Source: an optimization exercise on an open RTL-to-GDS flow (aim: small area, a short achievable clock period and few clock cycles). Production flows keep margins and buffers that such runs may drop.
Power is estimated from default activity; no workload was simulated.

before:
// pzip_packer
module pzip_packer (
    input  wire       clk,
    input  wire       rst,
    input  wire       in_valid,
    output wire       in_ready,
    input  wire [7:0] in_data,
    input  wire       in_last,
    output wire       out_valid,
    input  wire       out_ready,
    output wire [7:0] out_data,
    output reg        done,
    output reg  [3:0] tlen
);
Size: roughly 2400 cells after synthesis, about 340 flip-flops, roughly 28 I/O pins.
Settings: LEC_CHECK=0, CAP_MARGIN=20, CORE_MARGIN=2, CORE_UTILIZATION=40, CTS_BUF_LIST=sky130_fd_sc_hd__clkbuf_16, CTS_CLUSTER_DIAMETER=100, CTS_CLUSTER_SIZE=26, SLEW_MARGIN=20; clock period 23.0 ns.
standard.sh (not shown) runs the stock make flow with config.mk's settings and CLKGATE_MAP_FILE= SYNTH_SCRIPT=/design/flow/synth_recipe.tcl, a recipe that flattens the netlist after the stock synthesis.
==> flow/flow/run.sh <==
#!/bin/bash
# The standard layout, with the port buffers made of buf_4 cells instead of
# the cell buffer_ports picks by itself (a slow delay buffer on sky130hd).
set -euo pipefail
bash standard.sh 'BUFFER_PORTS_ARGS=-buffer_cell sky130_fd_sc_hd__buf_4' finish > standard_flow.log 2>&1
For after, these inputs were changed with respect to before:
-- flow/design.v --
<<< before, line 111
        end
    end
    wire [2:0] c_b = orv[3] ? 3'd4 : orv[2] ? 3'd3 : orv[1] ? 3'd2 : 3'd1;
    reg  [31:0] pdl;          
    always @(*) begin
        pdl = 32'd0;
        for (i = 1; i < 9; i = i + 1) begin
            case (c_b)
                3'd1: pdl[32-i]           = lo[i][0];
                3'd2: pdl[33-2*i -: 2]    = lo[i][1:0];
                3'd3: pdl[34-3*i -: 3]    = lo[i][2:0];
                default: pdl[35-4*i -: 4] = lo[i][3:0];
            endcase
        end
    end
    wire [9:0] zi = {rk[8], 6'd0} + {1'b0, rk[8], 5'd0} + {4'd0, rk[8], 2'd0}
                  + {3'd0, rk[7], 3'd0} + {5'd0, rk[7], 1'b0} + {6'd0, rk[6]};
>>> after, line 111
        end
    end
    wire [3:0] bb = {orv[3], !orv[3] & orv[2], !orv[3] & !orv[2] & orv[1],
                     !orv[3] & !orv[2] & !orv[1]};
    wire [3:0] b_p1 = {1'b0, bb[2] | bb[3], bb[0] | bb[1], bb[1] | bb[3]};   
    wire [2:0] b_p2 = {!bb[0], bb[0] | bb[3], bb[0] | bb[2]};                
    reg  [31:0] pk1, pk2, pk3, pk4;
    always @(*) begin
        pk1 = 32'd0; pk2 = 32'd0; pk3 = 32'd0; pk4 = 32'd0;
        for (i = 1; i < 9; i = i + 1) begin
            pk1[32-i]        = lo[i][0];
            pk2[33-2*i -: 2] = lo[i][1:0];
            pk3[34-3*i -: 3] = lo[i][2:0];
            pk4[35-4*i -: 4] = lo[i][3:0];
        end
    end
    wire [31:0] pdl = ({32{bb[0]}} & pk1) | ({32{bb[1]}} & pk2) |
                      ({32{bb[2]}} & pk3) | ({32{bb[3]}} & pk4);
    wire [9:0] zi = {rk[8], 6'd0} + {1'b0, rk[8], 5'd0} + {4'd0, rk[8], 2'd0}
                  + {3'd0, rk[7], 3'd0} + {5'd0, rk[7], 1'b0} + {6'd0, rk[6]};
<<< before, line 227
    end
    wire [3:0] mc_p = mc - {3'd0, m_pop};
    wire [3:0] mc_k = h_pd   ? {1'b0, c_b} + 4'd1 :
                      rle_w  ? 4'd2 :
                      rle_go ? 4'd0 : mc_p;
>>> after, line 230
    end
    wire [3:0] mc_p = mc - {3'd0, m_pop};
    wire [3:0] mc_k = h_pd   ? b_p1 :
                      rle_w  ? 4'd2 :
                      rle_go ? 4'd0 : mc_p;
<<< before, line 338
            rn <= (r_ext && !xl) ? rn_e + 8'd1 : rn_e;
        if (rec) begin
            rt <= h_pd ? c_b + 3'd2 : h_raw ? 3'd1 : 3'd0;
            rc <= h_pd ? {1'b0, c_b} + 4'd1 : h_raw ? 4'd9 : 4'd2;
            rz <= h_pd;
        end else if ((ep_e == E_ET || ep_e == E_EP) && !rec_p)
>>> after, line 341
            rn <= (r_ext && !xl) ? rn_e + 8'd1 : rn_e;
        if (rec) begin
            rt <= h_pd ? b_p2 : h_raw ? 3'd1 : 3'd0;
            rc <= h_pd ? b_p1 : h_raw ? 4'd9 : 4'd2;
            rz <= h_pd;
        end else if ((ep_e == E_ET || ep_e == E_EP) && !rec_p)
Findings:
Timing, DRC, antenna: 0 failures across after and before
Summary: with before as the reference, die area in after moved up slightly.
Relative to before, the routed via count divided by cell count of after is lower by 2.6%.
Going from before to after, buffer share of cell area held, number of top-level pins comparable.
Going from before to after, the worst hold slack was found to have gone down by 0.016 ns.
Non-clock buffer count ends up lower on before.
| worst setup slack before clock tree synthesis | before vs after | ≈ equal |
before → after: clock-pin slew on the worst setup and hold paths saw little to no change; number of placed instances, taps included grew by 64; combinational power share moved up.
| total half-perimeter wirelength after legalization and detailed placement | before vs after | ≈ equal |
after against before: vias after detailed routing moved down; design area moved up.
Function was not checked in any run of this note: the RTL went through the layout flow alone.

[static timing again, ports no longer ideal]
The flow's constraints put no driver on any port. The routed layouts listed below were extracted and timed again, unchanged, in two steps. Step 1 assumes that a clkbuf_16 drives the clock port and a buf_2 every other input. Step 2 moves the port delays by t, midway between the first and last clock arrival at a register: inputs arrive t later, outputs are due t later. That takes back most of the time a late clock gives input paths. Slacks: no drivers / after step 1 / after step 2; pairs: no drivers / after step 1.
run | shift t [ns] | setup slack, ns | hold slack, ns | worst setup path at the end
before | 0.607 | 17.091 / 17.091 / 17.091 | 0.474 / 0.474 / 0.474 | register to register
after | 0.609 | 17.285 / 17.225 / 17.230 | 0.459 / 0.459 / 0.459 | input to register
After both steps setup and hold are still met in every run listed. For after, which loses most, drivers alone change the setup slack by -0.060 ns; drivers and shift together by -0.055 ns.
